Source: an optimization exercise on an open RTL-to-GDS flow (aim: small area). Production flows keep margins and buffers that such runs may drop.
No functional check of the RTL was part of this run.
No activity file was given, so power comes from the tool's default toggle rates.

==> flow/design.v <==
module timing_fsm (
    input  wire        clk,
    input  wire        rst,
    input  wire        advance,
    input  wire [11:0] spt_i,
    input  wire [4:0]  loop_bars_i,
    output reg  [3:0]  bar,
    output reg  [6:0]  tick,
    output wire        tick_start
);
    localparam [6:0] LAST_TICK = 7'd71;
    reg [11:0] cnt;
    assign tick_start = (cnt[11:1] == 11'd0);
    always @(posedge clk) begin
        if (rst) begin
            bar  <= 4'd0;
            tick <= 7'd0;
            cnt  <= 12'd0;
        end else if (advance) begin
            cnt <= tick_start ? spt_i : cnt - 12'd1;
            if (tick_start) begin
                if (tick == LAST_TICK) begin
                    tick <= 7'd0;
                    if ({1'b0, bar} + 5'd1 == loop_bars_i)
                        bar <= 4'd0;
                    else
                        bar <= bar + 4'd1;
                end else begin
                    tick <= tick + 7'd1;
                end
            end
        end
    end
endmodule
module ring_ctrl (
    input  wire       clk,
    input  wire       rst,
    input  wire       start_i,
    input  wire       complete_i,
    input  wire       frame_done,      
    output wire       may_fill,        
    output reg  [1:0] filling,
    output reg  [4:0] frame_idx,
    output reg        stream_start_o,
    output wire [1:0] stream_slot_o
);
    reg       prefill;
    reg       started;
    reg [1:0] playing;
    assign stream_slot_o = playing;
    assign may_fill = prefill || (frame_idx != 5'd0) ||
                      (started && filling != playing);
    always @(posedge clk) begin
        if (rst) begin
            frame_idx <= 5'd0;
            filling   <= 2'd0;
            prefill   <= 1'b1;
        end else if (frame_done) begin
            {filling, frame_idx} <= {filling, frame_idx} + 7'd1;
            if ({filling, frame_idx} == 7'd127)
                prefill <= 1'b0;
        end
    end
    always @(posedge clk) begin
        if (rst) begin
            playing        <= 2'd3;
            started        <= 1'b0;
            stream_start_o <= 1'b0;
        end else begin
            stream_start_o <= 1'b0;
            if (!started) begin
                if (start_i && !prefill) begin
                    started        <= 1'b1;
                    playing        <= playing + 2'd1;
                    stream_start_o <= 1'b1;
                end
            end else if (complete_i) begin
                playing        <= playing + 2'd1;
                stream_start_o <= 1'b1;
            end
        end
    end
endmodule
module voice_bank (
    input  wire        clk,
    input  wire        clr,
    input  wire        trig_en,
    input  wire [7:0]  trig_sym,
    input  wire        step,
    input  wire [11:0] len_h,
    output wire [11:0] pos_h,
    output wire [3:0]  lvl_h
);
    reg [11:0] pos [0:5];
    reg [3:0]  lvl [0:5];
    wire hit = trig_en && (trig_sym >= 8'h31) && (trig_sym <= 8'h39);
    wire [11:0] pos_inc  = pos[0] + 12'd1;
    wire [11:0] pos_next = (pos[0] == 12'd0 || pos_inc == len_h) ? 12'd0 : pos_inc;
    integer i;
    always @(posedge clk) begin
        if (hit) begin
            pos[0] <= 12'd1;
            lvl[0] <= trig_sym[3:0] - 4'd1;
        end else if (clr) begin
            pos[0] <= 12'd0;
            lvl[0] <= 4'd0;
        end else begin
            pos[0] <= pos[5];
            lvl[0] <= lvl[5];
        end
        pos[1] <= step ? pos_next : pos[0];
        lvl[1] <= lvl[0];
        for (i = 2; i < 6; i = i + 1) begin
            pos[i] <= pos[i-1];
            lvl[i] <= lvl[i-1];
        end
    end
    assign pos_h = pos[0];
    assign lvl_h = lvl[0];
endmodule
module emphasis_gain_multiplier (
    input  wire       clk,
    input  wire [3:0] level,
    input  wire [7:0] volume,
    input  wire [5:0] pan,
    input  wire [2:0] k,
    output reg  [2:0] dig_l,
    output reg  [2:0] dig_r
);
    wire [8:0]  gain = {1'b0, level, 3'b000} + {2'b00, level, 2'b00} + {1'b0, volume};
    wire [13:0] c_l  = gain * pan;
    wire [13:0] c_r  = {gain, 5'b00000} - c_l;
    wire [16:0] x_l = {2'b00, c_l, 1'b0};
    wire [16:0] x_r = {2'b00, c_r, 1'b0};
    always @(posedge clk) begin
        dig_l <= x_l[2*k +: 3];
        dig_r <= x_r[2*k +: 3];
    end
endmodule
module mixer_acc (
    input  wire        clk,
    input  wire        first,     
    input  wire        clear,     
    input  wire [2:0]  dig,       
    input  wire [15:0] s,
    output wire [15:0] word
);
    reg [19:0] acc;
    wire one = dig[1] ^ dig[0];
    wire two = (dig[2] & ~dig[1] & ~dig[0]) | (~dig[2] & dig[1] & dig[0]);
    wire neg = dig[2];
    wire [16:0] y  = one ? {s[15], s} : two ? {s, 1'b0} : 17'd0;
    wire [19:0] yx = {{3{y[16]}}, y} ^ {20{neg}};
    wire [19:0] base = first ? (clear ? 20'd0 : {{2{acc[19]}}, acc[19:2]}) : acc;
    always @(posedge clk)
        acc <= base + yx + {19'd0, neg};
    assign word = acc[16:1];
endmodule
module audio_sequencer_timing_fsm (
    input  wire        clk,
    input  wire        rst,             
    input  wire [11:0] spt_i,
    input  wire [4:0]  loop_bars_i,
    input  wire [35:0] pan_i,
    input  wire [47:0] vol_i,
    input  wire [17:0] smp_i,
    input  wire [95:0] len_i,
    input  wire        start_i,
    input  wire        complete_i,
    output wire        stream_start_o,
    output wire [1:0]  stream_slot_o,
    output wire        ring_we_o,
    output wire [1:0]  ring_slot_o,
    output wire [4:0]  ring_frame_o,
    output wire [31:0] ring_wdata_o,
    output wire        song_re_o,
    output wire [3:0]  song_b_o,
    input  wire [2:0]  song_d_i,
    output wire        pat_re_o,
    output wire [2:0]  pat_p_o,
    output wire [2:0]  pat_v_o,
    output wire [6:0]  pat_t_o,
    input  wire [7:0]  pat_d_i,
    output wire        samp_re_o,
    output wire [2:0]  samp_k_o,
    output wire [11:0] samp_i_o,
    input  wire [15:0] samp_d_i
);
    localparam [3:0] R_WRITE = 4'd8,
                     R_WAIT  = 4'd9;
    reg  [2:0] h;         
    reg  [3:0] rc;        
    reg        boot;      
    wire h5      = (h == 3'd5);
    wire idle    = rc[3];
    wire may_fill;
    always @(posedge clk) begin
        if (rst) begin
            h    <= 3'd0;
            rc   <= R_WAIT;
            boot <= 1'b1;
        end else begin
            h <= h5 ? 3'd0 : h + 3'd1;
            if (h5) begin
                boot <= 1'b0;
                if (idle)
                    rc <= may_fill ? 4'd0 : R_WAIT;
                else
                    rc <= rc + 4'd1;
            end
        end
    end
    wire rc0     = (rc == 4'd0);
    wire wr      = (rc == R_WRITE) && (h == 3'd1);
    wire advance = rc0 && h5;
    ring_ctrl u_ring (
        .clk            (clk),
        .rst            (rst),
        .start_i        (start_i),
        .complete_i     (complete_i),
        .frame_done     (wr),
        .may_fill       (may_fill),
        .filling        (ring_slot_o),
        .frame_idx      (ring_frame_o),
        .stream_start_o (stream_start_o),
        .stream_slot_o  (stream_slot_o)
    );
    assign ring_we_o = wr;
    wire [3:0] bar;
    wire [6:0] tick;
    wire       tick_start;
    timing_fsm u_timing (
        .clk         (clk),
        .rst         (rst),
        .advance     (advance),
        .spt_i       (spt_i),
        .loop_bars_i (loop_bars_i),
        .bar         (bar),
        .tick        (tick),
        .tick_start  (tick_start)
    );
    assign song_re_o = 1'b1;
    assign song_b_o  = bar;
    assign pat_re_o  = 1'b1;
    assign pat_p_o   = song_d_i;
    assign pat_t_o   = tick;
    assign pat_v_o   = (h == 3'd4) ? 3'd0 :
                       (h == 3'd5) ? 3'd1 : h + 3'd2;
    wire trig_en = tick_start & ((rc0 & ~h5) | (h5 & idle & may_fill));
    wire [2:0]  k_h   = smp_i[3*h +: 3];
    wire [11:0] len_h = len_i[12*k_h +: 12];
    wire [11:0] pos_h;
    wire [3:0]  lvl_h;
    voice_bank u_voices (
        .clk      (clk),
        .clr      (boot),
        .trig_en  (trig_en),
        .trig_sym (pat_d_i),
        .step     (rc == 4'd7),
        .len_h    (len_h),
        .pos_h    (pos_h),
        .lvl_h    (lvl_h)
    );
    assign samp_re_o = ~boot;
    assign samp_k_o  = k_h;
    assign samp_i_o  = pos_h;
    wire [2:0] dig_l, dig_r;
    emphasis_gain_multiplier u_gain (
        .clk    (clk),
        .level  (lvl_h),
        .volume (vol_i[8*h +: 8]),
        .pan    (pan_i[6*h +: 6]),
        .k      (rc[2:0]),
        .dig_l  (dig_l),
        .dig_r  (dig_r)
    );
    wire first  = (h == 3'd1);      
    wire [15:0] word_l, word_r;
    mixer_acc u_mix_l (
        .clk   (clk),
        .first (first),
        .clear (rc0),
        .dig   (dig_l),
        .s     (samp_d_i),
        .word  (word_l)
    );
    mixer_acc u_mix_r (
        .clk   (clk),
        .first (first),
        .clear (rc0),
        .dig   (dig_r),
        .s     (samp_d_i),
        .word  (word_r)
    );
    assign ring_wdata_o = {word_l, word_r};
endmodule
==> flow/run.sh <==
#!/bin/bash
# synth_recipe.tcl (not shown) runs the flow's synth.tcl, then flattens the netlist and writes it again
# the make line also repeats each setting of config.mk as NAME=value (left out here)
make -C /OpenROAD-flow-scripts/flow DESIGN_CONFIG=/design/flow/config.mk WORK_HOME=/design/flow/orfs CLKGATE_MAP_FILE= SYNTH_SCRIPT=/design/flow/synth_recipe.tcl finish
==> flow/config.mk <==
export PLATFORM = sky130hd
export DESIGN_NAME = audio_sequencer_timing_fsm
export DESIGN_NICKNAME = audio_sequencer_timing_fsm
export VERILOG_FILES = /design/flow/design.v
export SDC_FILE = /design/flow/constraint.sdc
export NUM_CORES = 4
export LEC_CHECK = 0
export CAP_MARGIN = 20
export CORE_MARGIN = 2
export CORE_UTILIZATION = 40
export PLACE_DENSITY = 0.6
export SLEW_MARGIN = 20
==> flow/constraint.sdc <==
create_clock -name core_clock -period 14.0 [get_ports {clk}]
set_input_delay 2.8000 -clock core_clock [delete_from_list [all_inputs] [get_ports {clk}]]
set_output_delay 2.8000 -clock core_clock [all_outputs]
set_load 0.01 [all_outputs]
==> summary.txt <==
cell type report:
| cell class | instances | share of cell area [%] |
|---|---|---|
| Clock buffer | 17 | 2.37 |
| Clock inverter | 15 | 1.24 |
| Inverter | 85 | 1.78 |
| Multi-Input combinational cell | 1345 | 52.4 |
| Sequential cell | 185 | 20.7 |
| Tap cell | 455 | 3.18 |
| Timing Repair Buffer | 333 | 18.3 |
Yosys cell counts, types with 17 or more instances:
library cell,n
clkbuf_1,79
a21o_1,18
dfxtp_1,185
mux2i_1,45
o21ai_0,91
o22ai_1,17
nand3_1,31
a21oi_1,141
fa_1,32
nor2_1,150
nand2_1,244
nor3_1,32
mux4_2,19
and3_1,24
a221oi_1,30
nand2b_1,26
nor2b_1,28
xor2_1,37
ha_1,91
inv_1,80
buf_4,38
xnor2_1,56
routing by layer:
layer	track usage, %	up-vias	share of wire, %
met5	0	-	0.032
li1	-	6572	-
met1	28.4	6133	45
met4	4.67	2	1.1
met3	5.06	31	6.1
met2	38.3	345	48
stage by stage:
stage               util, %  cell area [sq um]  power, mW
CTS                    51.6              17900       3.90
global placement       49.8              17300       3.32
detailed placement     49.8              17300       3.36
floorplan                 -              14100       2.80
finish                 51.6              17900       3.88
global route           51.6              17900       4.28
path summary, 6_finish.rpt:
| check | slack [ns] | start | end | cells after the start |
|---|---|---|---|---|
| max | 4.41 | vol_i[10] | u_gain.dig_r[2] | 32 |
| min | 0.32 | u_voices.lvl[4][3] | u_voices.lvl[5][3] | 0 |
| max reg2reg | 6.18 | h[0] | u_gain.dig_r[2] | 32 |
| min reg2reg | 0.32 | u_voices.lvl[4][3] | u_voices.lvl[5][3] | 0 |
worst max-delay path: cells and delay by family:
family,cells,cell delay [ns]
AO/OA/AOI/OAI,11,1.77
XOR/XNOR,3,0.67
adder cells (fa/ha/maj),7,2.71
buffers and inverters,4,0.72
multiplexers,2,0.58
AND/OR/NAND/NOR,5,0.71
logic make-up (layout without fill, tap and decap cells):
| family | after synthesis | after routing | synth area share, % |
|---|---|---|---|
| fa+ha+maj | 138 | 138 | 13.6 |
| flops | 185 | 185 | 26.2 |
| xor+xnor | 96 | 96 | 6.25 |
| other cells | 1 | 2 | 0.0265 |
| mux | 69 | 69 | 6.64 |
| compound gates | 436 | 436 | 20.3 |
| buf+inv | 229 | 450 | 7.44 |
| simple gates | 604 | 604 | 19.5 |
flip-flops by register name, summed over array words and instances (netlist names), 4 cells and up:
name,flops
u_voices.pos,72
u_voices.lvl,24
u_mix_l.acc,20
u_mix_r.acc,20
u_timing.cnt,12
u_timing.tick,7
u_ring.frame_idx,5
rc,4
u_timing.bar,4
layout by cell type, fill, tap and decap left out, types with 17 or more instances in the layout:
| cell type | Yosys | final |
|---|---|---|
| inv_1 | 80 | 80 |
| nand2b_1 | 26 | 25 |
| ha_1 | 91 | 91 |
| nand3_1 | 31 | 31 |
| nand2_1 | 244 | 244 |
| fa_1 | 32 | 32 |
| mux4_2 | 19 | 19 |
| nor2b_1 | 28 | 28 |
| xnor2_1 | 56 | 56 |
| clkdlybuf4s50_1 | 0 | 315 |
| a221oi_1 | 30 | 30 |
| clkbuf_16 | 0 | 17 |
| a21o_1 | 18 | 18 |
| dfxtp_1 | 185 | 184 |
| xor2_1 | 37 | 37 |
| o21ai_0 | 91 | 91 |
| nor2_1 | 150 | 150 |
| o22ai_1 | 17 | 17 |
| a21oi_1 | 141 | 141 |
| nor3_1 | 32 | 32 |
| mux2i_1 | 45 | 45 |
| buf_4 | 38 | 18 |
| and3_1 | 24 | 24 |
report_power, final:
group          total (mW)  internal, mW  switching (mW)
clock               0.517         0.277           0.240
sequential          0.693         0.624          0.0683
combinational        2.67          1.21            1.45
==> flow_summary.toml <==
[global_route]
grt_use_total_pct = 22.2
grt_pass1_wl_um = 65500
grt_max_degree = 74
grt_pass1_vias = 12700
antenna_found_initial = 1
gr-total-overflow = 0

[floorplanning]
row_count = 68
start_util_pct = 40.7
fp.dieW_um = 192
core_sq_mm = 0.0347
pin_count = 324
die_area_sq_mm = 0.0369
fp.dieH_um = 192

[yosys]
async_flop_share_pct = 0
synth.avg_cell_area_sq_um = 8.04
yosys.area.top_type = "dfxtp_1"
synth_top_area_share_pct = 26.2
synth_warnings = 8
yosysUniqueCellTypes = 81
synth_edf_count = 0
synthCells = 1758
ys_ff_latch = 185
synth_ff_type = "dfxtp_1"
ys_top_cells_by_area = "dfxtp_1 26%, ha_1 8.1%, nand2_1 6.5%"
synthesis.area_sq_mm = 0.0141
synth_seq_area_share_pct = 26.2

[finish]
final_net_count = 2336
multiInputGateArea_sq_mm = 0.00939
synthToLayoutAreaGrowth_pct = 26.7
fin_cells = 2435
drive_gt1_share_pct = 5.40
final-seq-area_sq_mm = 0.00370
antenna_cells = 0
final.fill_count = 3272

[critical_path]
max_stage_delay_ns = 0.54
required_ns = 14.39
crit_top_cell = "fa_1"
cp.arrival_ns = 9.98
crit_path_start_kind = "input pin"
slowest_stage = "fa_1"
endpoint_kind = "flop"
critical_path_class = "input pin to flop"
cp_max_fo = 5

[status]
status = "no timing/DRC/antenna violations"

[timing]
finalHoldWorstSlack_ns = 0.322
finalSetupViolations = 0
period_needed_ns = 9.59
skew_ns = 0.0133
fmax_mhz = 104
fin_crit_sh_pct = 68.5
slew-limit-headroom_pct = 29.8
rsz0062_at_grt = "no"
fin_ws_ns = 4.41
tightestPinTransition_ns = 1.03
report.final.slew_viol_count = 0
fin_tns_setup_ns = 0
hold_violations = 0

[cts]
cts.sinks = 185
clkTransAtPathRegs_ns = 0.08
post-cts-setup-buffers = 0
cts_buffers = 17
cts_buffer_depth = 2
htree_levels = 4
holdBufCountCts = 0
cts_root_buf = "clkbuf_16"
clock_latency_ns = 0.45
cts_tree = "yes"
ctsResizeCount = 0

[placed_design]
dp_worst_setup_slack_ns = 3.99
dp_hpwl_um = 31900
port_buffers = 315
post-place-cells = 2403
place_congestion = 0.848

[power_and_ir_drop]
p_leak_nw = 7.40
peakVddDrop_mv = 0.160
p_per_area_mw_per_mm2 = 216

[detailed_routing]
post-route-drc-count = 0
vias = 13100
totalWireLength_um = 41100
wire_per_inst_um = 16.9
drt_first_pass_iters = 5
drtAntennaViolNets = 0
via_per_inst = 5.37
first_iter_violations = 684

[job]
drv_cap = 0

[worst_hold_path]
min_path_type = "flop to flop"

-- what the ideal ports hide --
Ports are ideal in the flow. The routed layout listed here was re-timed in OpenROAD.
Step 1 (the two cells are an assumption about what drives the block):
set clk [get_ports {clk}]
set_driving_cell -lib_cell sky130_fd_sc_hd__clkbuf_16 $clk
set_driving_cell -lib_cell sky130_fd_sc_hd__buf_2 [delete_from_list [all_inputs] $clk]
Step 2 moves the port delays by t, midway between the first and last clock arrival at a register: inputs arrive t later, outputs are due t later. That takes back most of the time a late clock gives input paths.
Three values: no drivers, after step 1, after step 2; two values: the first two.
t (ns): 0.488
slack for setup (ns): 4.413 / 4.430 / 3.942
clock arrival spread, ns: 0.017 / 0.018
After both steps setup and hold are still met in this run. For this run, drivers alone change the setup slack by +0.017 ns; drivers and shift together by -0.471 ns.
